From an optimization exercise on the open Yosys and OpenROAD flow, aimed at small area and few clock cycles per item; shortcuts taken in it are not production practice. Function was checked by simulation only, so behaviour that the tests miss may differ from the original.

===== design.v =====
module gf16_scalar_prep (
    input  wire [15:0] a,
    output wire [80:0] lm
);
    wire [30:0] h;
    assign h[0] = a[0] ^ a[1] ^ a[2];
    assign h[1] = a[0] ^ a[1];
    assign h[2] = a[0];
    assign h[3] = a[15];
    assign h[4] = a[14];
    assign h[5] = a[13];
    assign h[6] = a[12];
    assign h[7] = a[11] ^ a[15];
    assign h[8] = a[10] ^ a[14];
    assign h[9] = a[9] ^ a[13];
    assign h[10] = a[8] ^ a[12];
    assign h[11] = a[7] ^ a[11] ^ a[15];
    assign h[12] = a[6] ^ a[10] ^ a[14];
    assign h[13] = a[5] ^ a[9] ^ a[13];
    assign h[14] = a[4] ^ a[8] ^ a[12];
    assign h[15] = a[3] ^ a[7] ^ a[11] ^ a[15];
    assign h[16] = h[12] ^ h[3] ^ h[1] ^ h[0];
    assign h[17] = h[13] ^ h[4] ^ h[2] ^ h[1];
    assign h[18] = h[14] ^ h[5] ^ h[3] ^ h[2];
    assign h[19] = h[15] ^ h[6] ^ h[4] ^ h[3];
    assign h[20] = h[16] ^ h[7] ^ h[5] ^ h[4];
    assign h[21] = h[17] ^ h[8] ^ h[6] ^ h[5];
    assign h[22] = h[18] ^ h[9] ^ h[7] ^ h[6];
    assign h[23] = h[19] ^ h[10] ^ h[8] ^ h[7];
    assign h[24] = h[20] ^ h[11] ^ h[9] ^ h[8];
    assign h[25] = h[21] ^ h[12] ^ h[10] ^ h[9];
    assign h[26] = h[22] ^ h[13] ^ h[11] ^ h[10];
    assign h[27] = h[23] ^ h[14] ^ h[12] ^ h[11];
    assign h[28] = h[24] ^ h[15] ^ h[13] ^ h[12];
    assign h[29] = h[25] ^ h[16] ^ h[14] ^ h[13];
    assign h[30] = h[26] ^ h[17] ^ h[15] ^ h[14];
    wire m0 = h[30] ^ h[22];
    wire m1 = h[29] ^ h[21];
    wire m2 = h[28] ^ h[20];
    wire m3 = h[27] ^ h[19];
    wire m4 = h[26] ^ h[18];
    wire m5 = h[25] ^ h[17];
    wire m6 = h[24] ^ h[16];
    wire m7 = h[23] ^ h[15];
    wire m8 = h[22] ^ h[14];
    wire m9 = h[21] ^ h[13];
    wire m10 = h[20] ^ h[12];
    wire m11 = h[19] ^ h[11];
    wire m12 = h[18] ^ h[10];
    wire m13 = h[17] ^ h[9];
    wire m14 = h[16] ^ h[8];
    wire m15 = h[14] ^ h[22];
    wire m16 = h[13] ^ h[21];
    wire m17 = h[12] ^ h[20];
    wire m18 = h[11] ^ h[19];
    wire m19 = h[10] ^ h[18];
    wire m20 = h[9] ^ h[17];
    wire m21 = h[8] ^ h[16];
    wire m22 = h[7] ^ h[15];
    wire m23 = h[6] ^ h[14];
    wire m24 = h[5] ^ h[13];
    wire m25 = h[4] ^ h[12];
    wire m26 = h[3] ^ h[11];
    wire m27 = h[2] ^ h[10];
    wire m28 = h[1] ^ h[9];
    wire m29 = h[0] ^ h[8];
    wire m30 = h[22] ^ h[18];
    wire m31 = h[21] ^ h[17];
    wire m32 = h[20] ^ h[16];
    wire m33 = h[19] ^ h[15];
    wire m34 = h[18] ^ h[14];
    wire m35 = h[17] ^ h[13];
    wire m36 = h[16] ^ h[12];
    wire m37 = h[14] ^ h[18];
    wire m38 = h[13] ^ h[17];
    wire m39 = h[12] ^ h[16];
    wire m40 = h[11] ^ h[15];
    wire m41 = h[10] ^ h[14];
    wire m42 = h[9] ^ h[13];
    wire m43 = h[8] ^ h[12];
    wire m44 = h[18] ^ h[16];
    wire m45 = h[17] ^ h[15];
    wire m46 = h[16] ^ h[14];
    wire m47 = h[14] ^ h[16];
    wire m48 = h[13] ^ h[15];
    wire m49 = h[12] ^ h[14];
    wire m50 = m30 ^ m32;
    wire m51 = m31 ^ m33;
    wire m52 = m32 ^ m34;
    wire m53 = m34 ^ m32;
    wire m54 = m35 ^ m33;
    wire m55 = m36 ^ m34;
    wire m56 = m37 ^ m39;
    wire m57 = m38 ^ m40;
    wire m58 = m39 ^ m41;
    wire m59 = m41 ^ m39;
    wire m60 = m42 ^ m40;
    wire m61 = m43 ^ m41;
    wire m62 = m0 ^ m4;
    wire m63 = m1 ^ m5;
    wire m64 = m2 ^ m6;
    wire m65 = m3 ^ m7;
    wire m66 = m4 ^ m8;
    wire m67 = m5 ^ m9;
    wire m68 = m6 ^ m10;
    wire m69 = m8 ^ m4;
    wire m70 = m9 ^ m5;
    wire m71 = m10 ^ m6;
    wire m72 = m11 ^ m7;
    wire m73 = m12 ^ m8;
    wire m74 = m13 ^ m9;
    wire m75 = m14 ^ m10;
    wire m76 = m4 ^ m6;
    wire m77 = m5 ^ m7;
    wire m78 = m6 ^ m8;
    wire m79 = m8 ^ m6;
    wire m80 = m9 ^ m7;
    wire m81 = m10 ^ m8;
    wire m82 = m62 ^ m64;
    wire m83 = m63 ^ m65;
    wire m84 = m64 ^ m66;
    wire m85 = m66 ^ m64;
    wire m86 = m67 ^ m65;
    wire m87 = m68 ^ m66;
    wire m88 = m69 ^ m71;
    wire m89 = m70 ^ m72;
    wire m90 = m71 ^ m73;
    wire m91 = m73 ^ m71;
    wire m92 = m74 ^ m72;
    wire m93 = m75 ^ m73;
    wire m94 = m15 ^ m19;
    wire m95 = m16 ^ m20;
    wire m96 = m17 ^ m21;
    wire m97 = m18 ^ m22;
    wire m98 = m19 ^ m23;
    wire m99 = m20 ^ m24;
    wire m100 = m21 ^ m25;
    wire m101 = m23 ^ m19;
    wire m102 = m24 ^ m20;
    wire m103 = m25 ^ m21;
    wire m104 = m26 ^ m22;
    wire m105 = m27 ^ m23;
    wire m106 = m28 ^ m24;
    wire m107 = m29 ^ m25;
    wire m108 = m19 ^ m21;
    wire m109 = m20 ^ m22;
    wire m110 = m21 ^ m23;
    wire m111 = m23 ^ m21;
    wire m112 = m24 ^ m22;
    wire m113 = m25 ^ m23;
    wire m114 = m94 ^ m96;
    wire m115 = m95 ^ m97;
    wire m116 = m96 ^ m98;
    wire m117 = m98 ^ m96;
    wire m118 = m99 ^ m97;
    wire m119 = m100 ^ m98;
    wire m120 = m101 ^ m103;
    wire m121 = m102 ^ m104;
    wire m122 = m103 ^ m105;
    wire m123 = m105 ^ m103;
    wire m124 = m106 ^ m104;
    wire m125 = m107 ^ m105;
    assign lm[0] = h[16];
    assign lm[1] = h[15];
    assign lm[2] = h[14];
    assign lm[3] = m44;
    assign lm[4] = m45;
    assign lm[5] = m46;
    assign lm[6] = m47;
    assign lm[7] = m48;
    assign lm[8] = m49;
    assign lm[9] = m32;
    assign lm[10] = m33;
    assign lm[11] = m34;
    assign lm[12] = m50;
    assign lm[13] = m51;
    assign lm[14] = m52;
    assign lm[15] = m53;
    assign lm[16] = m54;
    assign lm[17] = m55;
    assign lm[18] = m39;
    assign lm[19] = m40;
    assign lm[20] = m41;
    assign lm[21] = m56;
    assign lm[22] = m57;
    assign lm[23] = m58;
    assign lm[24] = m59;
    assign lm[25] = m60;
    assign lm[26] = m61;
    assign lm[27] = m6;
    assign lm[28] = m7;
    assign lm[29] = m8;
    assign lm[30] = m76;
    assign lm[31] = m77;
    assign lm[32] = m78;
    assign lm[33] = m79;
    assign lm[34] = m80;
    assign lm[35] = m81;
    assign lm[36] = m64;
    assign lm[37] = m65;
    assign lm[38] = m66;
    assign lm[39] = m82;
    assign lm[40] = m83;
    assign lm[41] = m84;
    assign lm[42] = m85;
    assign lm[43] = m86;
    assign lm[44] = m87;
    assign lm[45] = m71;
    assign lm[46] = m72;
    assign lm[47] = m73;
    assign lm[48] = m88;
    assign lm[49] = m89;
    assign lm[50] = m90;
    assign lm[51] = m91;
    assign lm[52] = m92;
    assign lm[53] = m93;
    assign lm[54] = m21;
    assign lm[55] = m22;
    assign lm[56] = m23;
    assign lm[57] = m108;
    assign lm[58] = m109;
    assign lm[59] = m110;
    assign lm[60] = m111;
    assign lm[61] = m112;
    assign lm[62] = m113;
    assign lm[63] = m96;
    assign lm[64] = m97;
    assign lm[65] = m98;
    assign lm[66] = m114;
    assign lm[67] = m115;
    assign lm[68] = m116;
    assign lm[69] = m117;
    assign lm[70] = m118;
    assign lm[71] = m119;
    assign lm[72] = m103;
    assign lm[73] = m104;
    assign lm[74] = m105;
    assign lm[75] = m120;
    assign lm[76] = m121;
    assign lm[77] = m122;
    assign lm[78] = m123;
    assign lm[79] = m124;
    assign lm[80] = m125;
endmodule
module gf2_dot2 (input wire a, input wire b, input wire c, input wire d, output wire z);
    assign z = (a & b) ^ (c & d);
endmodule
module gf2_xor2 (input wire a, input wire b, output wire z);
    assign z = a ^ b;
endmodule
module gf16_lane_mul (
    input  wire [80:0] lm,
    input  wire [15:0] s,
    output wire [15:0] p
);
    wire v0;
    gf2_xor2 u_v0 (.a(s[0]), .b(s[8]), .z(v0));
    wire v1;
    gf2_xor2 u_v1 (.a(s[1]), .b(s[9]), .z(v1));
    wire v2;
    gf2_xor2 u_v2 (.a(s[2]), .b(s[10]), .z(v2));
    wire v3;
    gf2_xor2 u_v3 (.a(s[3]), .b(s[11]), .z(v3));
    wire v4;
    gf2_xor2 u_v4 (.a(s[4]), .b(s[12]), .z(v4));
    wire v5;
    gf2_xor2 u_v5 (.a(s[5]), .b(s[13]), .z(v5));
    wire v6;
    gf2_xor2 u_v6 (.a(s[6]), .b(s[14]), .z(v6));
    wire v7;
    gf2_xor2 u_v7 (.a(s[7]), .b(s[15]), .z(v7));
    wire v8;
    gf2_xor2 u_v8 (.a(v0), .b(v4), .z(v8));
    wire v9;
    gf2_xor2 u_v9 (.a(v1), .b(v5), .z(v9));
    wire v10;
    gf2_xor2 u_v10 (.a(v2), .b(v6), .z(v10));
    wire v11;
    gf2_xor2 u_v11 (.a(v3), .b(v7), .z(v11));
    wire v12;
    gf2_xor2 u_v12 (.a(v8), .b(v10), .z(v12));
    wire v13;
    gf2_xor2 u_v13 (.a(v9), .b(v11), .z(v13));
    wire v14;
    gf2_dot2 u_v14 (.a(lm[1]), .b(v12), .c(lm[0]), .d(v13), .z(v14));
    wire v15;
    gf2_dot2 u_v15 (.a(lm[2]), .b(v12), .c(lm[1]), .d(v13), .z(v15));
    wire v16;
    gf2_dot2 u_v16 (.a(lm[4]), .b(v10), .c(lm[3]), .d(v11), .z(v16));
    wire v17;
    gf2_dot2 u_v17 (.a(lm[5]), .b(v10), .c(lm[4]), .d(v11), .z(v17));
    wire v18;
    gf2_dot2 u_v18 (.a(lm[7]), .b(v8), .c(lm[6]), .d(v9), .z(v18));
    wire v19;
    gf2_dot2 u_v19 (.a(lm[8]), .b(v8), .c(lm[7]), .d(v9), .z(v19));
    wire v20;
    gf2_xor2 u_v20 (.a(v14), .b(v16), .z(v20));
    wire v21;
    gf2_xor2 u_v21 (.a(v15), .b(v17), .z(v21));
    wire v22;
    gf2_xor2 u_v22 (.a(v14), .b(v18), .z(v22));
    wire v23;
    gf2_xor2 u_v23 (.a(v15), .b(v19), .z(v23));
    wire v24;
    gf2_xor2 u_v24 (.a(v4), .b(v6), .z(v24));
    wire v25;
    gf2_xor2 u_v25 (.a(v5), .b(v7), .z(v25));
    wire v26;
    gf2_dot2 u_v26 (.a(lm[10]), .b(v24), .c(lm[9]), .d(v25), .z(v26));
    wire v27;
    gf2_dot2 u_v27 (.a(lm[11]), .b(v24), .c(lm[10]), .d(v25), .z(v27));
    wire v28;
    gf2_dot2 u_v28 (.a(lm[13]), .b(v6), .c(lm[12]), .d(v7), .z(v28));
    wire v29;
    gf2_dot2 u_v29 (.a(lm[14]), .b(v6), .c(lm[13]), .d(v7), .z(v29));
    wire v30;
    gf2_dot2 u_v30 (.a(lm[16]), .b(v4), .c(lm[15]), .d(v5), .z(v30));
    wire v31;
    gf2_dot2 u_v31 (.a(lm[17]), .b(v4), .c(lm[16]), .d(v5), .z(v31));
    wire v32;
    gf2_xor2 u_v32 (.a(v26), .b(v28), .z(v32));
    wire v33;
    gf2_xor2 u_v33 (.a(v27), .b(v29), .z(v33));
    wire v34;
    gf2_xor2 u_v34 (.a(v26), .b(v30), .z(v34));
    wire v35;
    gf2_xor2 u_v35 (.a(v27), .b(v31), .z(v35));
    wire v36;
    gf2_xor2 u_v36 (.a(v0), .b(v2), .z(v36));
    wire v37;
    gf2_xor2 u_v37 (.a(v1), .b(v3), .z(v37));
    wire v38;
    gf2_dot2 u_v38 (.a(lm[19]), .b(v36), .c(lm[18]), .d(v37), .z(v38));
    wire v39;
    gf2_dot2 u_v39 (.a(lm[20]), .b(v36), .c(lm[19]), .d(v37), .z(v39));
    wire v40;
    gf2_dot2 u_v40 (.a(lm[22]), .b(v2), .c(lm[21]), .d(v3), .z(v40));
    wire v41;
    gf2_dot2 u_v41 (.a(lm[23]), .b(v2), .c(lm[22]), .d(v3), .z(v41));
    wire v42;
    gf2_dot2 u_v42 (.a(lm[25]), .b(v0), .c(lm[24]), .d(v1), .z(v42));
    wire v43;
    gf2_dot2 u_v43 (.a(lm[26]), .b(v0), .c(lm[25]), .d(v1), .z(v43));
    wire v44;
    gf2_xor2 u_v44 (.a(v38), .b(v40), .z(v44));
    wire v45;
    gf2_xor2 u_v45 (.a(v39), .b(v41), .z(v45));
    wire v46;
    gf2_xor2 u_v46 (.a(v38), .b(v42), .z(v46));
    wire v47;
    gf2_xor2 u_v47 (.a(v39), .b(v43), .z(v47));
    wire v48;
    gf2_xor2 u_v48 (.a(v20), .b(v32), .z(v48));
    wire v49;
    gf2_xor2 u_v49 (.a(v21), .b(v33), .z(v49));
    wire v50;
    gf2_xor2 u_v50 (.a(v22), .b(v34), .z(v50));
    wire v51;
    gf2_xor2 u_v51 (.a(v23), .b(v35), .z(v51));
    wire v52;
    gf2_xor2 u_v52 (.a(v20), .b(v44), .z(v52));
    wire v53;
    gf2_xor2 u_v53 (.a(v21), .b(v45), .z(v53));
    wire v54;
    gf2_xor2 u_v54 (.a(v22), .b(v46), .z(v54));
    wire v55;
    gf2_xor2 u_v55 (.a(v23), .b(v47), .z(v55));
    wire v56;
    gf2_xor2 u_v56 (.a(s[8]), .b(s[12]), .z(v56));
    wire v57;
    gf2_xor2 u_v57 (.a(s[9]), .b(s[13]), .z(v57));
    wire v58;
    gf2_xor2 u_v58 (.a(s[10]), .b(s[14]), .z(v58));
    wire v59;
    gf2_xor2 u_v59 (.a(s[11]), .b(s[15]), .z(v59));
    wire v60;
    gf2_xor2 u_v60 (.a(v56), .b(v58), .z(v60));
    wire v61;
    gf2_xor2 u_v61 (.a(v57), .b(v59), .z(v61));
    wire v62;
    gf2_dot2 u_v62 (.a(lm[28]), .b(v60), .c(lm[27]), .d(v61), .z(v62));
    wire v63;
    gf2_dot2 u_v63 (.a(lm[29]), .b(v60), .c(lm[28]), .d(v61), .z(v63));
    wire v64;
    gf2_dot2 u_v64 (.a(lm[31]), .b(v58), .c(lm[30]), .d(v59), .z(v64));
    wire v65;
    gf2_dot2 u_v65 (.a(lm[32]), .b(v58), .c(lm[31]), .d(v59), .z(v65));
    wire v66;
    gf2_dot2 u_v66 (.a(lm[34]), .b(v56), .c(lm[33]), .d(v57), .z(v66));
    wire v67;
    gf2_dot2 u_v67 (.a(lm[35]), .b(v56), .c(lm[34]), .d(v57), .z(v67));
    wire v68;
    gf2_xor2 u_v68 (.a(v62), .b(v64), .z(v68));
    wire v69;
    gf2_xor2 u_v69 (.a(v63), .b(v65), .z(v69));
    wire v70;
    gf2_xor2 u_v70 (.a(v62), .b(v66), .z(v70));
    wire v71;
    gf2_xor2 u_v71 (.a(v63), .b(v67), .z(v71));
    wire v72;
    gf2_xor2 u_v72 (.a(s[12]), .b(s[14]), .z(v72));
    wire v73;
    gf2_xor2 u_v73 (.a(s[13]), .b(s[15]), .z(v73));
    wire v74;
    gf2_dot2 u_v74 (.a(lm[37]), .b(v72), .c(lm[36]), .d(v73), .z(v74));
    wire v75;
    gf2_dot2 u_v75 (.a(lm[38]), .b(v72), .c(lm[37]), .d(v73), .z(v75));
    wire v76;
    gf2_dot2 u_v76 (.a(lm[40]), .b(s[14]), .c(lm[39]), .d(s[15]), .z(v76));
    wire v77;
    gf2_dot2 u_v77 (.a(lm[41]), .b(s[14]), .c(lm[40]), .d(s[15]), .z(v77));
    wire v78;
    gf2_dot2 u_v78 (.a(lm[43]), .b(s[12]), .c(lm[42]), .d(s[13]), .z(v78));
    wire v79;
    gf2_dot2 u_v79 (.a(lm[44]), .b(s[12]), .c(lm[43]), .d(s[13]), .z(v79));
    wire v80;
    gf2_xor2 u_v80 (.a(v74), .b(v76), .z(v80));
    wire v81;
    gf2_xor2 u_v81 (.a(v75), .b(v77), .z(v81));
    wire v82;
    gf2_xor2 u_v82 (.a(v74), .b(v78), .z(v82));
    wire v83;
    gf2_xor2 u_v83 (.a(v75), .b(v79), .z(v83));
    wire v84;
    gf2_xor2 u_v84 (.a(s[8]), .b(s[10]), .z(v84));
    wire v85;
    gf2_xor2 u_v85 (.a(s[9]), .b(s[11]), .z(v85));
    wire v86;
    gf2_dot2 u_v86 (.a(lm[46]), .b(v84), .c(lm[45]), .d(v85), .z(v86));
    wire v87;
    gf2_dot2 u_v87 (.a(lm[47]), .b(v84), .c(lm[46]), .d(v85), .z(v87));
    wire v88;
    gf2_dot2 u_v88 (.a(lm[49]), .b(s[10]), .c(lm[48]), .d(s[11]), .z(v88));
    wire v89;
    gf2_dot2 u_v89 (.a(lm[50]), .b(s[10]), .c(lm[49]), .d(s[11]), .z(v89));
    wire v90;
    gf2_dot2 u_v90 (.a(lm[52]), .b(s[8]), .c(lm[51]), .d(s[9]), .z(v90));
    wire v91;
    gf2_dot2 u_v91 (.a(lm[53]), .b(s[8]), .c(lm[52]), .d(s[9]), .z(v91));
    wire v92;
    gf2_xor2 u_v92 (.a(v86), .b(v88), .z(v92));
    wire v93;
    gf2_xor2 u_v93 (.a(v87), .b(v89), .z(v93));
    wire v94;
    gf2_xor2 u_v94 (.a(v86), .b(v90), .z(v94));
    wire v95;
    gf2_xor2 u_v95 (.a(v87), .b(v91), .z(v95));
    wire v96;
    gf2_xor2 u_v96 (.a(v68), .b(v80), .z(v96));
    wire v97;
    gf2_xor2 u_v97 (.a(v69), .b(v81), .z(v97));
    wire v98;
    gf2_xor2 u_v98 (.a(v70), .b(v82), .z(v98));
    wire v99;
    gf2_xor2 u_v99 (.a(v71), .b(v83), .z(v99));
    wire v100;
    gf2_xor2 u_v100 (.a(v68), .b(v92), .z(v100));
    wire v101;
    gf2_xor2 u_v101 (.a(v69), .b(v93), .z(v101));
    wire v102;
    gf2_xor2 u_v102 (.a(v70), .b(v94), .z(v102));
    wire v103;
    gf2_xor2 u_v103 (.a(v71), .b(v95), .z(v103));
    wire v104;
    gf2_xor2 u_v104 (.a(s[0]), .b(s[4]), .z(v104));
    wire v105;
    gf2_xor2 u_v105 (.a(s[1]), .b(s[5]), .z(v105));
    wire v106;
    gf2_xor2 u_v106 (.a(s[2]), .b(s[6]), .z(v106));
    wire v107;
    gf2_xor2 u_v107 (.a(s[3]), .b(s[7]), .z(v107));
    wire v108;
    gf2_xor2 u_v108 (.a(v104), .b(v106), .z(v108));
    wire v109;
    gf2_xor2 u_v109 (.a(v105), .b(v107), .z(v109));
    wire v110;
    gf2_dot2 u_v110 (.a(lm[55]), .b(v108), .c(lm[54]), .d(v109), .z(v110));
    wire v111;
    gf2_dot2 u_v111 (.a(lm[56]), .b(v108), .c(lm[55]), .d(v109), .z(v111));
    wire v112;
    gf2_dot2 u_v112 (.a(lm[58]), .b(v106), .c(lm[57]), .d(v107), .z(v112));
    wire v113;
    gf2_dot2 u_v113 (.a(lm[59]), .b(v106), .c(lm[58]), .d(v107), .z(v113));
    wire v114;
    gf2_dot2 u_v114 (.a(lm[61]), .b(v104), .c(lm[60]), .d(v105), .z(v114));
    wire v115;
    gf2_dot2 u_v115 (.a(lm[62]), .b(v104), .c(lm[61]), .d(v105), .z(v115));
    wire v116;
    gf2_xor2 u_v116 (.a(v110), .b(v112), .z(v116));
    wire v117;
    gf2_xor2 u_v117 (.a(v111), .b(v113), .z(v117));
    wire v118;
    gf2_xor2 u_v118 (.a(v110), .b(v114), .z(v118));
    wire v119;
    gf2_xor2 u_v119 (.a(v111), .b(v115), .z(v119));
    wire v120;
    gf2_xor2 u_v120 (.a(s[4]), .b(s[6]), .z(v120));
    wire v121;
    gf2_xor2 u_v121 (.a(s[5]), .b(s[7]), .z(v121));
    wire v122;
    gf2_dot2 u_v122 (.a(lm[64]), .b(v120), .c(lm[63]), .d(v121), .z(v122));
    wire v123;
    gf2_dot2 u_v123 (.a(lm[65]), .b(v120), .c(lm[64]), .d(v121), .z(v123));
    wire v124;
    gf2_dot2 u_v124 (.a(lm[67]), .b(s[6]), .c(lm[66]), .d(s[7]), .z(v124));
    wire v125;
    gf2_dot2 u_v125 (.a(lm[68]), .b(s[6]), .c(lm[67]), .d(s[7]), .z(v125));
    wire v126;
    gf2_dot2 u_v126 (.a(lm[70]), .b(s[4]), .c(lm[69]), .d(s[5]), .z(v126));
    wire v127;
    gf2_dot2 u_v127 (.a(lm[71]), .b(s[4]), .c(lm[70]), .d(s[5]), .z(v127));
    wire v128;
    gf2_xor2 u_v128 (.a(v122), .b(v124), .z(v128));
    wire v129;
    gf2_xor2 u_v129 (.a(v123), .b(v125), .z(v129));
    wire v130;
    gf2_xor2 u_v130 (.a(v122), .b(v126), .z(v130));
    wire v131;
    gf2_xor2 u_v131 (.a(v123), .b(v127), .z(v131));
    wire v132;
    gf2_xor2 u_v132 (.a(s[0]), .b(s[2]), .z(v132));
    wire v133;
    gf2_xor2 u_v133 (.a(s[1]), .b(s[3]), .z(v133));
    wire v134;
    gf2_dot2 u_v134 (.a(lm[73]), .b(v132), .c(lm[72]), .d(v133), .z(v134));
    wire v135;
    gf2_dot2 u_v135 (.a(lm[74]), .b(v132), .c(lm[73]), .d(v133), .z(v135));
    wire v136;
    gf2_dot2 u_v136 (.a(lm[76]), .b(s[2]), .c(lm[75]), .d(s[3]), .z(v136));
    wire v137;
    gf2_dot2 u_v137 (.a(lm[77]), .b(s[2]), .c(lm[76]), .d(s[3]), .z(v137));
    wire v138;
    gf2_dot2 u_v138 (.a(lm[79]), .b(s[0]), .c(lm[78]), .d(s[1]), .z(v138));
    wire v139;
    gf2_dot2 u_v139 (.a(lm[80]), .b(s[0]), .c(lm[79]), .d(s[1]), .z(v139));
    wire v140;
    gf2_xor2 u_v140 (.a(v134), .b(v136), .z(v140));
    wire v141;
    gf2_xor2 u_v141 (.a(v135), .b(v137), .z(v141));
    wire v142;
    gf2_xor2 u_v142 (.a(v134), .b(v138), .z(v142));
    wire v143;
    gf2_xor2 u_v143 (.a(v135), .b(v139), .z(v143));
    wire v144;
    gf2_xor2 u_v144 (.a(v116), .b(v128), .z(v144));
    wire v145;
    gf2_xor2 u_v145 (.a(v117), .b(v129), .z(v145));
    wire v146;
    gf2_xor2 u_v146 (.a(v118), .b(v130), .z(v146));
    wire v147;
    gf2_xor2 u_v147 (.a(v119), .b(v131), .z(v147));
    wire v148;
    gf2_xor2 u_v148 (.a(v116), .b(v140), .z(v148));
    wire v149;
    gf2_xor2 u_v149 (.a(v117), .b(v141), .z(v149));
    wire v150;
    gf2_xor2 u_v150 (.a(v118), .b(v142), .z(v150));
    wire v151;
    gf2_xor2 u_v151 (.a(v119), .b(v143), .z(v151));
    wire v152;
    gf2_xor2 u_v152 (.a(v48), .b(v96), .z(v152));
    wire v153;
    gf2_xor2 u_v153 (.a(v49), .b(v97), .z(v153));
    wire v154;
    gf2_xor2 u_v154 (.a(v50), .b(v98), .z(v154));
    wire v155;
    gf2_xor2 u_v155 (.a(v51), .b(v99), .z(v155));
    wire v156;
    gf2_xor2 u_v156 (.a(v52), .b(v100), .z(v156));
    wire v157;
    gf2_xor2 u_v157 (.a(v53), .b(v101), .z(v157));
    wire v158;
    gf2_xor2 u_v158 (.a(v54), .b(v102), .z(v158));
    wire v159;
    gf2_xor2 u_v159 (.a(v55), .b(v103), .z(v159));
    wire v160;
    gf2_xor2 u_v160 (.a(v48), .b(v144), .z(v160));
    gf2_xor2 u_v161 (.a(v49), .b(v145), .z(p[12]));
    gf2_xor2 u_v162 (.a(v50), .b(v146), .z(p[13]));
    gf2_xor2 u_v163 (.a(v51), .b(v147), .z(p[14]));
    gf2_xor2 u_v164 (.a(v52), .b(v148), .z(p[15]));
    gf2_xor2 u_v165 (.a(v53), .b(v149), .z(p[0]));
    wire v166;
    gf2_xor2 u_v166 (.a(v54), .b(v150), .z(v166));
    wire v167;
    gf2_xor2 u_v167 (.a(v55), .b(v151), .z(v167));
    gf2_xor2 u_v168 (.a(v166), .b(p[0]), .z(p[1]));
    gf2_xor2 u_v169 (.a(v167), .b(v166), .z(p[2]));
    gf2_xor2 u_v170 (.a(v156), .b(v152), .z(p[3]));
    gf2_xor2 u_v171 (.a(v157), .b(v153), .z(p[4]));
    gf2_xor2 u_v172 (.a(v158), .b(v154), .z(p[5]));
    gf2_xor2 u_v173 (.a(v159), .b(v155), .z(p[6]));
    gf2_xor2 u_v174 (.a(v160), .b(v156), .z(p[7]));
    gf2_xor2 u_v175 (.a(p[12]), .b(v157), .z(p[8]));
    gf2_xor2 u_v176 (.a(p[13]), .b(v158), .z(p[9]));
    gf2_xor2 u_v177 (.a(p[14]), .b(v159), .z(p[10]));
    gf2_xor2 u_v178 (.a(p[15]), .b(v160), .z(p[11]));
endmodule
module gf16_affine_chunk #(
    parameter        LANES = 32,
    parameter [16:0] POLY  = 17'h1100B
) (
    input  wire                  clk,
    input  wire                  rst,
    input  wire                  in_valid,
    output wire                  in_ready,
    input  wire [15:0]           in_scalar,
    input  wire                  in_acc,
    input  wire [LANES-1:0]      in_mask,
    input  wire [16*LANES-1:0]   in_src,
    input  wire [16*LANES-1:0]   in_dst,
    output wire                  out_valid,
    input  wire                  out_ready,
    output wire [16*LANES-1:0]   out_data,
    output wire [LANES-1:0]      out_mask
);
    wire [80:0] lm_lo, lm_hi;
    gf16_scalar_prep u_prep_lo (.a(in_scalar), .lm(lm_lo));
    gf16_scalar_prep u_prep_hi (.a(in_scalar), .lm(lm_hi));
    wire [16*LANES-1:0] lane_res;
    genvar g;
    generate
        for (g = 0; g < LANES; g = g + 1) begin : lane
            wire [15:0] p;
            gf16_lane_mul u_mul (
                .lm (g < LANES/2 ? lm_lo : lm_hi),
                .s  (in_src[16*g +: 16]),
                .p  (p)
            );
            assign lane_res[16*g +: 16] = p ^ (in_dst[16*g +: 16] & {16{in_acc}});
        end
    endgenerate
    reg                 out_valid_q;
    reg [16*LANES-1:0]  out_data_q;
    reg [LANES-1:0]     out_mask_q;
    assign in_ready = !out_valid_q || out_ready;
    always @(posedge clk) begin
        if (rst) begin
            out_valid_q <= 1'b0;
        end else if (in_valid && in_ready) begin
            out_valid_q <= 1'b1;
        end else if (out_ready) begin
            out_valid_q <= 1'b0;
        end
    end
    always @(posedge clk) begin
        if (in_ready) begin
            out_data_q <= lane_res;
            out_mask_q <= in_mask;
        end
    end
    assign out_valid = out_valid_q;
    assign out_data  = out_data_q;
    assign out_mask  = out_mask_q;
endmodule

===== flow/run.sh =====
#!/bin/bash
# The standard layout, with each port buffered by the smallest buffer cell
# (sky130_fd_sc_hd__buf_1) instead of the one buffer_ports picks by itself.
set -euo pipefail
export BUFFER_PORTS_ARGS="-buffer_cell sky130_fd_sc_hd__buf_1"
bash standard.sh > standard.log 2>&1

===== standard.sh =====
#!/bin/bash
# synth_recipe.tcl (not shown) runs the flow's synth.tcl, then flattens the netlist and writes it again
# the make line also repeats each setting of config.mk as NAME=value (left out here)
make -C /OpenROAD-flow-scripts/flow DESIGN_CONFIG=/design/flow/config.mk WORK_HOME=/design/flow/orfs CLKGATE_MAP_FILE= SYNTH_SCRIPT=/design/flow/synth_recipe.tcl "${@:-finish}"

===== config.mk =====
export PLATFORM = sky130hd
export DESIGN_NAME = gf16_affine_chunk
export DESIGN_NICKNAME = gf16_affine_chunk
export VERILOG_FILES = /design/flow/design.v
export SDC_FILE = /design/flow/constraint.sdc
export NUM_CORES = 4
export LEC_CHECK = 0
export CAP_MARGIN = 20
export CORE_AREA = 5 5 645 260
export DIE_AREA = 0 0 650 265
export GPL_TIMING_DRIVEN = 0
export SETUP_SLACK_MARGIN = 0.45
export SLEW_MARGIN = 20
export SYNTH_HIERARCHICAL = 1

===== constraint.sdc =====
create_clock -name core_clock -period 5.0 [get_ports {clk}]
set_input_delay 1.0000 -clock core_clock [delete_from_list [all_inputs] [get_ports {clk}]]
set_output_delay 1.0000 -clock core_clock [all_outputs]
set_load 0.01 [all_outputs]

==> results of run 1 <==
how the worst max path moves through the flow:
stage                             from               to  slack [ps]  cells after the start
final                     in_scalar[6]  out_data_q[501]         350                     12
after floorplan              out_ready         in_ready        -740                      1
after global placement       out_ready         in_ready       -3000                      3
after detailed placement  in_scalar[6]  out_data_q[249]        -940                     12
after global routing      in_scalar[7]  out_data_q[356]         440                     13
after CTS                 in_scalar[6]  out_data_q[501]         460                     12
metrics by stage:
stage	setup TNS [ps]	std cells	area (um2)
after global routing	0	15236	102000
after detailed placement	-157920	15046	99400
after global placement	-1953820	15029	99000
final	0	15255	102000
after CTS	0	15145	101000
after floorplan	-154520	11237	90200
flip-flops by register name, indices dropped and copies added (netlist names):
signal	cells
out_valid_q	1
out_mask_q	32
out_data_q	512
per-module statistics from Yosys, one instance, submodules excluded, excerpt:
| module | cells | cell area [um2] |
|---|---|---|
| gf16_affine_chunk | 1629 | 23400 |
| gf16_scalar_prep | 212 | 1830 |
| gf2_dot2 | 3 | 16.3 |
| gf2_xor2 | 1 | 8.76 |
cells in the mapped netlist:
cell type,instances,area [um2]
xor3_1,2,47.6
buf_4,160,1200
clkbuf_8,4,55.1
clkbuf_1,8,30.0
xor2_4,6,165
buf_2,19,95.1
xor3_2,2,50.1
dfxtp_1,1,20.0
xnor3_4,2,52.6
xor2_2,2,32.5
nand2_1,3968,14900
inv_1,19,71.3
nand2b_1,1,6.26
xor2_1,5792,50700
xnor2_1,644,5640
a21oi_1,1,5.00
buf_6,54,608
edfxtp_1,544,16300
xnor3_1,6,135
xnor2_2,2,32.5
layout by cell type (no fill, tap or decap):
master / count
clkbuf_1: 16
clkinvlp_4: 4
edfxtp_1: 544
clkinv_4: 1
buf_16: 12
buf_1: 1605
dfxtp_1: 1
diode_2: 107
buf_4: 153
inv_6: 4
nand2b_4: 1
a21oi_1: 1
clkinv_1: 10
xnor3_1: 6
clkbuf_16: 53
bufinv_16: 4
xor2_4: 9
xnor3_4: 2
inv_1: 19
clkbuf_8: 7
xnor2_2: 6
nand2_1: 3968
xnor2_1: 640
xor3_1: 2
buf_6: 69
xor2_1: 5778
inv_8: 2
buf_2: 21
clkinv_2: 10
xor2_2: 13
xor3_4: 2
final cells by class:
| class | instances | share of cell area (%) |
|---|---|---|
| Sequential cell | 545 | 16.1 |
| Tap cell | 2185 | 2.69 |
| Buffer | 245 | 2.00 |
| Inverter | 19 | 0.0702 |
| Clock inverter | 35 | 0.299 |
| Clock buffer | 63 | 1.36 |
| Multi-Input combinational cell | 10428 | 70.9 |
| Antenna cell | 107 | 0.264 |
| Timing Repair Buffer | 1628 | 6.35 |
cells by family after synthesis:
kind of cell / after synthesis
xor+xnor: 6458
simple gates: 3969
buf+inv: 264
flops: 545
compound gates: 1
metal layers:
metal | routed length (um) | track usage, % | vias to the layer above
met5 | 88 | 0 | -
met4 | 26500 | 25.9 | 12
met3 | 49100 | 11.3 | 1257
met2 | 177000 | 68.0 | 5736
met1 | 158000 | 58.2 | 40099
li1 | - | - | 37640
critical path: stages:
cell     delay (ps)
buf_2           320
xor2_2          280
xor3_4          490
xor2_4          300
buf_4           460
nand2_1         120
xor2_1          190
xor2_1          280
xor2_1          410
xor2_1          360
xor2_1          140
xnor2_1         640
repair_timing:
item | in CTS | in global routing
pin swaps | 1 | 0
setup endpoints to repair | 288 | 49
gates resized for setup | 11 | 20
setup buffers | 1 | 3
==> reports/qor.tcl, run 1 <==
set qor(core.rowCount) 93
set qor(worst_slew_margin_rel_pct) 43.9
set qor(grt_antenna_before_repair) 101
set qor(setup.reg_to_reg.worst_slack_ps) 2080
set qor(drt-pass1-iter-count) 6
set qor(synth_cell_types) 20
set qor(postSynthRegisterBits) 545
set qor(crit_path_max_fanout) 16
set qor(finalWorstPathRequiredPeriod_ps) 4650
set qor(worst_slew_pin_slew_ps) 842
set qor(share_of_synthesized_cell_area_in_and_or_nand_and_nor_gates_pct) 16.5
set qor(coreArea_mm2) 0.162
set qor(grt_setup_unrepaired) {yes}
set qor(hold_viol) 0
set qor(status) {no timing/DRC/antenna violations}
set qor(min_path_type) {in -> reg}
set qor(critPathRequiredTime_ps) 5390
set qor(total_overflow_reported_by_the_global_router) 0
set qor(cts.path.max_buffers) 3
set qor(cp-start-kind) {input pin}
set qor(hold_path.startpoint) {in_mask[29]}
set qor(fillCellCount) 15039
set qor(critPathArrivalTime_ps) 5030
set qor(report.final.slew_viol_count) 0
set qor(clock-root-buffer) {clkbuf_16}
set qor(post_synthesis_share_of_cell_area_spent_on_full_adders_half_adders_and_majority_gates_pct) 0
set qor(io_pins) 1623
set qor(syn-mean-instance-area_um2) 8.03
set qor(final_antenna_net_count) 0
set qor(synth_xor_xnor_area_share_pct) 63.1
set qor(dp.final_hpwl_um) 287000
set qor(layout.nets) 13996
set qor(detail_route.drc_violations) 0
set qor(ys_warn_count) 7
set qor(post_drt_via_cell_ratio) 5.56
set qor(fin_crit_sh_pct) 93.0
set qor(worst_r2r_startpoint) {out_valid_q}
set qor(synth-seq-area-share_pct) 18.1
set qor(grt.total_usage_pct) 44.9
set qor(drt-initial-drc-count) 12308
set qor(die_h_um) 265
set qor(achievable-frequency_mhz) 215
set qor(clock-sinks) 545
set qor(fin_worst_skew_ps) 37.1
set qor(syn-num-nets) 12314
set qor(place.port_buffers) 1607
set qor(main_combinational_cell_family_by_area_after_synthesis) {XOR/XNOR gates}
set qor(synthesis.area_mm2) 0.0902
set qor(worstRegToRegCells) 6
set qor(final.setup.worst_slack_ps) 352
set qor(vias) 84744
set qor(drv_cap) 0
set qor(hold-worst-slack_ps) 458
set qor(clock_tree_from_tritoncts) {done}
set qor(cts.hold.buffers_added) 0
set qor(place.gp.congestion) 0.978
set qor(htree_levels) 2
set qor(utilization_pct) 62.8
set qor(dieWidth_um) 650
set qor(timing.final.setup_violations) 0
set qor(initial_utilization_pct) 55.7
set qor(preCtsSetupSlack_ps) -938
set qor(post_route_cells_drive_above_1_share_pct) 2.88
set qor(floorplan.die_area_mm2) 0.172
set qor(clk_pin_slew_worst_paths_ps) 60
set qor(area_growth_pct) 12.6
set qor(wl_per_cell_um) 26.9
set qor(postSynthCellCount) 11237
set qor(global_route_wire_length_before_repair_um) 562000
set qor(route.final.wire_length_um) 411000
set qor(synth.mux.area_fraction_pct) 0
set qor(area_used_by_multi_input_combinational_logic_mm2) 0.0720
set qor(setup_crit_end_kind) {flip-flop}
set qor(post_synthesis_compound_gate_area_fraction_pct) 0.00555
set qor(grt_max_degree) 57
set qor(critical_path.reg2reg.endpoint) {out_data_q[304]}
set qor(min_delay_path_depth) 1
set qor(ff_latch_area_mm2) 0.0164
set qor(clk-insertion-delay-late_ps) 730
set qor(worst_min_delay_path_endpoint) {out_mask_q[29]}
set qor(cts_inserted_buffers) 52
set qor(criticalPathCategory) {in -> reg}
set qor(grt_pass1_vias) 79627
Testbench counts, summed over its fixed seeds: cycles 11,972, beats 11,964.
==> inputs of run 2 (changes only) <==
--- a/config.mk
+++ b/config.mk
@@ -9,5 +9,6 @@
 export CORE_AREA = 5 5 645 260
+export CTS_CLUSTER_DIAMETER = 30
 export DIE_AREA = 0 0 650 265
 export GPL_TIMING_DRIVEN = 0
-export SETUP_SLACK_MARGIN = 0.45
+export SETUP_SLACK_MARGIN = 0.4
 export SLEW_MARGIN = 20
==> run 2 against run 1 <==
  * Still clean on timing, DRC and antenna
  * Routed wire length barely moved
  * Final cell count up 0.22%
  * Via count rose by 0.17%
  * Clock-buffer cell count rose by 21
  * Utilization is 0.61 points higher
  * Synthesized cell count stayed put
  * Fmax fell by 0.26%
  * First-iteration DRC count down 1.4%
  * Critical path type unchanged
  * Critical endpoint unchanged
  * Largest cell class unchanged
==> reports/qor.tcl, run 2 <==
set qor(status) {no timing/DRC/antenna violations}
set qor(synthMostInstantiatedCell) {xor2_1}
set qor(synth.top_cells.by_count) {xor2_1 (5792), nand2_1 (3968), xnor2_1 (644)}
set qor(final_antenna_net_count) 0
set qor(fin_crit_sh_pct) 93.2
set qor(total_overflow_reported_by_the_global_router) 0
set qor(post_route_cells_drive_above_1_share_pct) 3.28
set qor(grt_pass1_vias) 79735
set qor(drv_cap) 0
set qor(worstRegToRegCells) 6
set qor(number_of_flip_flops_in_the_largest_register) 512
set qor(worst_slew_pin_slew_ps) 899
set qor(area_used_by_multi_input_combinational_logic_mm2) 0.0720
set qor(yosysTopAreaCellShare_pct) 56.2
set qor(achievable-frequency_mhz) 215
set qor(die_h_um) 265
set qor(synth_area_leader_cell) {xor2_1}
set qor(route.final.wire_length_um) 411000
set qor(grt.total_usage_pct) 44.9
set qor(final_cell_mix) {xor2_1 (5778), nand2_1 (3968), buf_1 (1605)}
set qor(top_reg_cell_synth) {edfxtp_1}
set qor(ys_warn_count) 7
set qor(cts_inserted_buffers) 75
set qor(top_register) {out_data_q}
set qor(min_delay_path_depth) 1
set qor(finalWorstPathRequiredPeriod_ps) 4660
set qor(setup.reg_to_reg.worst_slack_ps) 2070
set qor(critPathArrivalTime_ps) 5040
set qor(drt-initial-drc-count) 12135
set qor(synth-seq-area-share_pct) 18.1
set qor(place.gp.congestion) 0.978
set qor(clock-root-buffer) {clkbuf_16}
set qor(htree_levels) 3
set qor(share_of_synthesized_registers_carrying_an_async_set_or_reset_pct) 0
set qor(place.port_buffers) 1607
set qor(report.final.slew_viol_count) 0
set qor(wl_per_cell_um) 26.9
set qor(syn-mean-instance-area_um2) 8.03
set qor(clock_tree_from_tritoncts) {done}
set qor(hold_viol) 0
set qor(grt_max_degree) 57
set qor(critPathRequiredTime_ps) 5380
set qor(global_route_wire_length_before_repair_um) 563000
set qor(post_drt_via_cell_ratio) 5.55
set qor(cts.hold.buffers_added) 0
set qor(setup_crit_end_kind) {flip-flop}
set qor(floorplan.die_area_mm2) 0.172
set qor(worst_r2r_startpoint) {out_valid_q}
set qor(timing.final.setup_violations) 0
set qor(core.rowCount) 93
set qor(synthesis.area_mm2) 0.0902
set qor(min_path_type) {in -> reg}
set qor(vias) 84884
set qor(syn-num-nets) 12314
set qor(postSynthCellCount) 11237
set qor(mostFrequentLayoutCell) {xor2_1}
set qor(layout.nets) 14019
set qor(fin_area_mm2) 0.103
set qor(area_growth_pct) 13.7
set qor(biggestRegsByFlops) {out_data_q (512), out_mask_q (32), out_valid_q (1)}
set qor(ff_latch_area_mm2) 0.0164
set qor(dp.final_hpwl_um) 287000
set qor(detail_route.drc_violations) 0
set qor(criticalPathCategory) {in -> reg}
set qor(cp-start-kind) {input pin}
set qor(initial_utilization_pct) 55.7
set qor(worst_min_delay_path_endpoint) {out_mask_q[24]}
set qor(io_pins) 1623
set qor(fillCellCount) 14959
set qor(grt_setup_unrepaired) {yes}
set qor(dieWidth_um) 650
set qor(fin_worst_skew_ps) 22.5
set qor(netlist_top_cells_area) {xor2_1 (56%), edfxtp_1 (18%), nand2_1 (17%)}
set qor(synth-edff-count) 544
set qor(hold_path.startpoint) {in_mask[24]}
set qor(clk_pin_slew_worst_paths_ps) 70
set qor(grt_antenna_before_repair) 100
set qor(cts.path.max_buffers) 3
set qor(critical_path.reg2reg.endpoint) {out_data_q[313]}
set qor(drt-pass1-iter-count) 9
set qor(clk-insertion-delay-late_ps) 700
set qor(coreArea_mm2) 0.162
set qor(clock-sinks) 545
set qor(postSynthRegisterBits) 545
set qor(utilization_pct) 63.4
set qor(crit_path_max_fanout) 16
set qor(place_area_mm2) 0.0994
set qor(worst_slew_margin_rel_pct) 39.6
set qor(synth_cell_types) 20
[run 2: cell counts after synthesis]
No cell type changed its count.
[run 2: area by class of cell]
type                       instances  share of cell area, %
sequential                       545                   15.9
buffer                           245                   1.97
clock inverter                    55                  0.648
inverter                          19                 0.0695
antenna                           99                  0.242
timing repair buffer            1628                   6.29
clock buffer                      84                   1.99
tap                             2185                   2.67
multi-input combinational      10428                   70.2
[run 2: worst max path at each step]
stage / slack [ps] / start / depth (start not counted) / endpoint
after floorplan: -740 / out_ready / 1 / in_ready
after global placement: -3000 / out_ready / 3 / in_ready
after detailed placement: -940 / in_scalar[6] / 12 / out_data_q[249]
after CTS: 430 / in_scalar[7] / 13 / out_data_q[17]
after global routing: 380 / in_scalar[7] / 13 / out_data_q[356]
final: 340 / in_scalar[6] / 12 / out_data_q[501]
[run 2: cells by family after synthesis]
group	Yosys count	synth area share (%)
AO/OA/AOI/OAI	1	0.00554
AND/OR/NAND/NOR	3969	16.5
XOR/XNOR	6458	63.1
buffers and inverters	264	2.28
flip-flops	545	18.1
[run 2: per-stage QoR]
step | worst slack (ps) | TNS [ps] | instances | hold slack, ps
floorplan | -740 | -154520 | 11237 | 1070
global placement | -3000 | -1953820 | 15029 | 1150
finish | 340 | 0 | 15288 | 466
detailed placement | -938 | -157920 | 15046 | 1030
CTS | 432 | 0 | 15186 | 437
global route | 384 | 0 | 15274 | 451
[run 2: critical path, stage by stage]
cell	delay, ps
buf_2	330
xor2_2	290
xor3_4	500
xor2_4	300
buf_4	450
nand2_1	120
xor2_1	190
xor2_1	280
xor2_1	390
xor2_1	340
xor2_1	130
xnor2_1	680
[run 2: modules after synthesis (local to each module, per instance), excerpt]
module	cell area, um2	copies in the design
gf16_affine_chunk	23400	1
gf16_scalar_prep	1830	2
gf2_dot2	16.3	1728
gf2_xor2	8.76	4000
[run 2: what timing repair did]
action	in CTS	in global routing
buffers inserted	1	3
hold endpoints to repair	0	0
endpoints found under the setup margin	261	35
gates resized for setup	12	16
pin swaps	1	0
[run 2: routing by layer]
layer  routed length, um  global-route usage [%]  vias to the layer above  part of all wire [%]
met5                 114                       0                        -                 0.028
met4               26300                    26.1                       16                   6.4
met3               49300                    12.1                     1309                    12
met2              177000                    68.1                     5772                    43
met1              158000                    57.8                    40073                    38
li1                    -                       -                    37714                     -
==> inputs of run 3 (changes only) <==
--- a/design.v
+++ b/design.v
@@ -616,5 +616,4 @@
 );
-    wire [80:0] lm_lo, lm_hi;
-    gf16_scalar_prep u_prep_lo (.a(in_scalar), .lm(lm_lo));
-    gf16_scalar_prep u_prep_hi (.a(in_scalar), .lm(lm_hi));
+    wire [80:0] lm;
+    gf16_scalar_prep u_prep (.a(in_scalar), .lm(lm));
     wire [16*LANES-1:0] lane_res;
@@ -625,3 +624,3 @@
             gf16_lane_mul u_mul (
-                .lm (g < LANES/2 ? lm_lo : lm_hi),
+                .lm (lm),
                 .s  (in_src[16*g +: 16]),
--- a/config.mk
+++ b/config.mk
@@ -9,3 +9,2 @@
 export CORE_AREA = 5 5 645 260
-export CTS_CLUSTER_DIAMETER = 30
 export DIE_AREA = 0 0 650 265
==> run 3 against run 2 <==
  * Still clean on timing, DRC and antenna
  * Cell area fell by 1.6%
  * Non-clock buffer count fell by 85
  * Sequential share of layout area up 0.26 points
  * Clock skew grew 28 ps
  * Die area did not move
  * Via count rose by 1.8%
  * First-iteration DRC count up 13%
  * Critical path depth is the same
  * Final cell count decreased by 1.4%
  * Highest routed layer unchanged
==> reports/qor.tcl, run 3 <==
set qor(cts.path.max_buffers) 3
set qor(drt-pass1-iter-count) 7
set qor(critical_path.reg2reg.endpoint) {out_data_q[399]}
set qor(detail_route.drc_violations) 0
set qor(worst_r2r_startpoint) {out_valid_q}
set qor(number_of_flip_flops_in_the_largest_register) 512
set qor(grt_setup_unrepaired) {yes}
set qor(critPathTopFamily) {XOR/XNOR gates}
set qor(critPathRequiredTime_ps) 5390
set qor(critPathMostFrequentCell) {xor2_1}
set qor(setup.worst_path.start) {in_scalar[12]}
set qor(synth-seq-area-share_pct) 18.5
set qor(worst_slew_pin_slew_ps) 1360
set qor(dp.final_hpwl_um) 296000
set qor(mostFrequentLayoutCell) {xor2_1}
set qor(drt-initial-drc-count) 13723
set qor(grt.total_usage_pct) 48.0
set qor(ys_warn_count) 7
set qor(ff_latch_area_mm2) 0.0164
set qor(clk-insertion-delay-late_ps) 750
set qor(hold-worst-slack_ps) 421
set qor(synthesis.area_mm2) 0.0884
set qor(die_h_um) 265
set qor(place.gp.congestion) 1.00
set qor(vias) 86384
set qor(area_growth_pct) 14.2
set qor(floorplan.die_area_mm2) 0.172
set qor(share_of_synthesized_registers_carrying_an_async_set_or_reset_pct) 0
set qor(final_antenna_net_count) 0
set qor(area_used_by_multi_input_combinational_logic_mm2) 0.0712
set qor(setup_crit_end_kind) {flip-flop}
set qor(setup.reg_to_reg.worst_slack_ps) 2340
set qor(core.rowCount) 93
set qor(cp_num_buf_inv) 2
set qor(crit_chain) {buf_2 > xor2_1 > xnor2_2 > xnor2_1 > buf_4 > nand2_1 > xor2_1 > xor2_1 > xor2_1 > xor2_1 > xor2_1 > xnor2_1}
set qor(postSynthCellCount) 11025
set qor(global_route_wire_length_before_repair_um) 593000
set qor(timing.final.setup_violations) 0
set qor(coreArea_mm2) 0.162
set qor(synth.top_cells.by_count) {xor2_1 (5760), nand2_1 (3968), xnor2_1 (578)}
set qor(crit_path_max_fanout) 32
set qor(finalWorstPathRequiredPeriod_ps) 4870
set qor(postSynthRegisterBits) 545
set qor(synthMostInstantiatedCell) {xor2_1}
set qor(layout.nets) 13796
set qor(status) {no timing/DRC/antenna violations}
set qor(yosysTopAreaCellShare_pct) 57.1
set qor(cp-start-kind) {input pin}
set qor(grt_max_degree) 65
set qor(dieWidth_um) 650
set qor(min_path_type) {in -> reg}
set qor(worstRegToRegCells) 6
set qor(wl_per_cell_um) 29.2
set qor(crit_path_end) {out_data_q[377]}
set qor(biggestRegsByFlops) {out_data_q (512), out_mask_q (32), out_valid_q (1)}
set qor(top_reg_cell_synth) {edfxtp_1}
set qor(fin_crit_sh_pct) 97.3
set qor(hold_viol) 0
set qor(initial_utilization_pct) 54.6
set qor(top_register) {out_data_q}
set qor(post_route_cells_drive_above_1_share_pct) 2.59
set qor(place.port_buffers) 1607
set qor(netlist_top_cells_area) {xor2_1 (57%), edfxtp_1 (18%), nand2_1 (17%)}
set qor(cp_slowest_stage_delay_ps) 1010
set qor(critPathArrivalTime_ps) 5260
set qor(synth_area_leader_cell) {xor2_1}
set qor(total_overflow_reported_by_the_global_router) 0
set qor(total_number_of_cells_along_the_worst_setup_path) 12
set qor(clock_tree_from_tritoncts) {done}
set qor(clock-sinks) 545
set qor(clock-root-buffer) {clkbuf_16}
set qor(io_pins) 1623
set qor(grt_pass1_vias) 79536
set qor(post_drt_via_cell_ratio) 5.73
set qor(route.final.wire_length_um) 440000
set qor(synth_cell_types) 20
set qor(syn-num-nets) 12102
set qor(timing.critical_path.slowest_stage_cell) {buf_4}
set qor(cts.hold.buffers_added) 0
set qor(criticalPathCategory) {in -> reg}
set qor(report.final.slew_viol_count) 0
set qor(synth-edff-count) 544
set qor(clk_pin_slew_worst_paths_ps) 70
set qor(final_cell_mix) {xor2_1 (5721), nand2_1 (3968), buf_1 (1606)}
set qor(syn-mean-instance-area_um2) 8.02
set qor(drv_cap) 0
set qor(grt_antenna_before_repair) 138
set qor(worst_slew_margin_rel_pct) 9.48
set qor(fillCellCount) 15176
set qor(fin_worst_skew_ps) 50.9
set qor(cts_inserted_buffers) 55
set qor(htree_levels) 2
set qor(achievable-frequency_mhz) 206
-- run 3: cell types whose count changed after synthesis, sizes merged --
cell	previous run	this run
buf	233	143
clkbuf	12	8
inv	19	10
xnor2	646	579
xnor3	8	4
xor2	5800	5764
xor3	4	2
-- run 3: stage by stage --
| step | TNS, ps | worst slack (ps) | util (%) | std cells | cell area (um2) |
|---|---|---|---|---|---|
| 2_1_floorplan | -154520 | -740 | - | 11025 | 88400 |
| 3_3_place_gp | -2285300 | -3180 | 60.0 | 14817 | 97200 |
| 3_5_place_dp | -218590 | -1280 | 60.5 | 14839 | 97900 |
| 4_1_cts | 0 | 301 | 61.8 | 14943 | 100000 |
| 5_1_grt | 0 | 309 | 62.3 | 15040 | 101000 |
| 6_report | 0 | 135 | 62.4 | 15073 | 101000 |
-- run 3: worst reg2reg max path, stage by stage, from the launching register on --
cell	delay, ps
dfxtp_1	340
nand2b_4	250
buf_16	300
buf_16	350
buf_16	340
buf_16	370
buf_16	350
-- run 3: cell families (layout without fill, tap and decap cells) --
group                  count (synthesis)  after routing  share of synthesized area [%]
AO/OA/AOI/OAI                          1              1                        0.00566
flip-flops                           545            545                           18.5
buffers and inverters                161           1899                           1.53
AND/OR/NAND/NOR                     3969           3969                           16.9
other                                  0            125                              0
XOR/XNOR                            6349           6349                           63.1
-- run 3: area by class of cell --
class,count,area share [%]
antenna,125,0.310
buffer,151,1.67
clock buffer,65,1.44
clock inverter,36,0.388
inverter,10,0.0372
multi-input combinational,10319,70.5
sequential,545,16.2
tap,2185,2.71
timing repair buffer,1637,6.70
-- run 3: worst min-delay path by stage --
stage	start	to	slack (ps)	cells past startpoint
2_1_floorplan	rst	out_valid_q	1070	1
3_3_place_gp	rst	out_valid_q	1150	2
3_5_place_dp	out_valid_q	out_mask_q[15]	760	1
4_1_cts	in_mask[24]	out_mask_q[24]	400	1
5_1_grt	in_mask[18]	out_mask_q[18]	410	1
6_report	in_mask[24]	out_mask_q[24]	420	1
-- run 3: what timing repair did --
action	in CTS	in global routing
resized for setup	56	79
pin swaps	4	5
gates cloned	1	2
setup endpoints to repair	318	114
buffers inserted	2	2
-- run 3: Yosys stat by module, one instance, submodules excluded, excerpt --
module | area [um2] | cells inside | flops+latches | copies in the design
gf16_scalar_prep | 1830 | 212 | 0 | 1
gf16_affine_chunk | 23400 | 1629 | 545 | 1
gf2_xor2 | 8.76 | 1 | 0 | 4000
gf2_dot2 | 16.3 | 3 | 0 | 1728
-- run 3: metal layers --
metal  GRT usage, %  vias to the layer above  routed length (um)
li1               -                    37166                   -
met1           62.7                    40952              168000
met2           67.6                     6704              179000
met3           17.0                     1522               62900
met4           29.4                       40               29700
met5              0                        -                 277
Testbench counts of run 3, summed over its fixed seeds: cycles 11,972, beats 11,964.
==> inputs of run 4 (changes only) <==
--- a/config.mk
+++ b/config.mk
@@ -11,3 +11,3 @@
 export GPL_TIMING_DRIVEN = 0
-export SETUP_SLACK_MARGIN = 0.4
+export SETUP_SLACK_MARGIN = 0.45
 export SLEW_MARGIN = 20
==> run 4 against run 3 <==
  * Critical path depth grew 1
  * Critical path type unchanged
  * Global-route usage barely moved
  * Non-clock buffer count up 7
  * Cell area is 0.11% higher
  * Clock skew fell by 9.1 ps
  * Sequential share of layout area is essentially flat
==> reports/qor.tcl, run 4 <==
set qor(drv_cap) 0
set qor(htree_levels) 2
set qor(synth.top_cells.by_count) {xor2_1 (5760), nand2_1 (3968), xnor2_1 (578)}
set qor(setup_crit_end_kind) {flip-flop}
set qor(syn-num-nets) 12102
set qor(post_route_cells_drive_above_1_share_pct) 2.73
set qor(grt_antenna_before_repair) 139
set qor(critPathRequiredTime_ps) 5450
set qor(postSynthRegisterBits) 545
set qor(drt-initial-drc-count) 13731
set qor(setup.worst_path.start) {in_scalar[14]}
set qor(fin_area_mm2) 0.101
set qor(die_h_um) 265
set qor(final_cell_mix) {xor2_1 (5712), nand2_1 (3968), buf_1 (1606)}
set qor(synth-edff-count) 544
set qor(post_drt_via_cell_ratio) 5.72
set qor(critPathArrivalTime_ps) 5260
set qor(timing.final.setup_violations) 0
set qor(route.final.wire_length_um) 440000
set qor(global_route_wire_length_before_repair_um) 593000
set qor(detail_route.drc_violations) 0
set qor(number_of_flip_flops_in_the_largest_register) 512
set qor(postSynthCellCount) 11025
set qor(dp.final_hpwl_um) 296000
set qor(netlist_top_cells_area) {xor2_1 (57%), edfxtp_1 (18%), nand2_1 (17%)}
set qor(dieWidth_um) 650
set qor(worst_slew_margin_rel_pct) 8.40
set qor(grt_pass1_vias) 79545
set qor(clk_pin_slew_worst_paths_ps) 70
set qor(worst_r2r_startpoint) {out_valid_q}
set qor(clock-root-buffer) {clkbuf_16}
set qor(coreArea_mm2) 0.162
set qor(core.rowCount) 93
set qor(synthMostInstantiatedCell) {xor2_1}
set qor(wl_per_cell_um) 29.2
set qor(finalWorstPathRequiredPeriod_ps) 4810
set qor(syn-mean-instance-area_um2) 8.02
set qor(synth_cell_types) 20
set qor(clk-insertion-delay-late_ps) 750
set qor(drt-pass1-iter-count) 8
set qor(achievable-frequency_mhz) 208
set qor(criticalPathCategory) {in -> reg}
set qor(top_register) {out_data_q}
set qor(synthesis.area_mm2) 0.0884
set qor(hold_path.startpoint) {in_mask[24]}
set qor(synth-seq-area-share_pct) 18.5
set qor(worst_slew_pin_slew_ps) 1370
set qor(cp-start-kind) {input pin}
set qor(mostFrequentLayoutCell) {xor2_1}
set qor(status) {no timing/DRC/antenna violations}
set qor(area_growth_pct) 14.3
set qor(hold-worst-slack_ps) 428
set qor(biggestRegsByFlops) {out_data_q (512), out_mask_q (32), out_valid_q (1)}
set qor(clock_tree_from_tritoncts) {done}
set qor(report.final.slew_viol_count) 0
set qor(place.gp.congestion) 1.00
set qor(layout.nets) 13803
set qor(ys_warn_count) 7
set qor(grt_setup_unrepaired) {yes}
set qor(total_overflow_reported_by_the_global_router) 0
set qor(yosysTopAreaCellShare_pct) 57.1
set qor(vias) 86242
set qor(cts.path.max_buffers) 3
set qor(fin_crit_sh_pct) 96.1
set qor(utilization_pct) 62.4
set qor(min_path_type) {in -> reg}
set qor(final_antenna_net_count) 0
set qor(initial_utilization_pct) 54.6
set qor(place_area_mm2) 0.0979
set qor(hold_viol) 0
set qor(grt.total_usage_pct) 48.0
set qor(final.setup.tns_ps) 0
set qor(top_reg_cell_synth) {edfxtp_1}
set qor(crit_path_max_fanout) 34
set qor(io_pins) 1623
set qor(place.port_buffers) 1607
set qor(synth_area_leader_cell) {xor2_1}
set qor(fin_worst_skew_ps) 41.9
set qor(grt_max_degree) 65
set qor(share_of_synthesized_registers_carrying_an_async_set_or_reset_pct) 0
set qor(fillCellCount) 15172
set qor(clock-sinks) 545
set qor(cts_inserted_buffers) 55
set qor(floorplan.die_area_mm2) 0.172
==> run 4: cell counts after synthesis <==
No cell type changed its count.
==> run 4: cell families (layout without fill, tap and decap cells) <==
group,Yosys count,in the layout,synth area share (%)
compound gates,1,1,0.00566
xor+xnor,6349,6349,63.1
buf+inv,161,1906,1.53
simple gates,3969,3969,16.9
other cells,0,123,0
flops,545,545,18.5
==> run 4: metal layers <==
layer  part of all wire (%)  vias to the layer above  track usage (%)
li1                       -                    37152                -
met1                     38                    40763             62.5
met2                     41                     6759             67.5
met3                     15                     1526             17.2
met4                    6.7                       42             29.5
met5                  0.058                        -                0
==> run 4: layout make-up <==
class | instances | area [um2] | area share (%)
plain buffers | 151 | 1680 | 1.66
repair buffers | 1644 | 6810 | 6.74
clock inverters | 36 | 392 | 0.388
clock buffers | 65 | 1450 | 1.44
inverters | 10 | 37.5 | 0.0372
multi-input cells | 10319 | 71300 | 70.5
well taps | 2185 | 2730 | 2.71
flip-flops and latches | 545 | 16400 | 16.2
diodes | 123 | 308 | 0.305
==> run 4: Yosys stat by module, one instance, submodules excluded, a selection <==
module             cells  copies in the design  flip-flops and latches  area [um2]
gf16_affine_chunk   1629                     1                     545       23400
gf2_dot2               3                  1728                       0        16.3
gf2_xor2               1                  4000                       0        8.76
gf16_scalar_prep     212                     1                       0        1830
==> run 4: worst paths after layout <==
kind | end | slack, ps | depth (start not counted)
setup / recovery | out_data_q[9] | 190 | 13
hold / removal | out_mask_q[24] | 430 | 1
hold reg to reg | out_mask_q[15] | 770 | 1
setup reg to reg | out_data_q[399] | 2330 | 6
==> run 4: worst max-delay path, stage by stage <==
cell	delay [ps]
buf_1	290
xor2_1	220
xnor2_1	470
xnor2_1	220
inv_1	110
buf_6	730
nand2_1	150
xor2_1	300
xor2_1	290
xor2_1	230
xor2_1	360
xor2_1	190
xnor2_1	590
==> run 4: per-stage QoR <==
step           setup slack, ps  std cells
6_report                   195      15078
5_1_grt                    246      15047
4_1_cts                    397      14943
3_5_place_dp             -1280      14839
3_3_place_gp             -3180      14817
2_1_floorplan             -740      11025
==> run 4: repair_timing <==
action                                  CTS  global route
hold buffers                              0             0
setup buffers                             2             8
resized for setup                        78            76
endpoints found under the setup margin  353           125
pin swaps                                 5             6
cloned                                    1             3

==> static timing again, ports no longer ideal <==
The results above use ideal ports. As a check the final layouts listed here were re-extracted and re-timed, cells and wires unchanged.
Step 1: set_driving_cell puts a clkbuf_16 on clk and a buf_2 on each other input, an assumption about the parent block.
Step 2 also shifts input and output timing later by t, the mid clock arrival at the registers, as if the neighbouring blocks saw the same clock.
Three values: ideal ports, drivers, drivers and shift; two values: the first two.
run	t, ns	slack for setup (ns)	worst slew at a driven data input, ns	cell pins on the clock port's net
run 1	0.796	0.352 / 0.297 / -0.500	0.20	1
run 2	0.778	0.340 / 0.292 / -0.486	0.21	1
run 3	0.810	0.135 / 0.120 / -0.690	0.21	1
run 4	0.815	0.195 / 0.185 / -0.630	0.21	1
Met with ideal ports but missed after step 2: setup timing in every run listed. The setup slack of run 1, which loses most, moves by -0.055 ns with the drivers and by -0.852 ns with both steps.
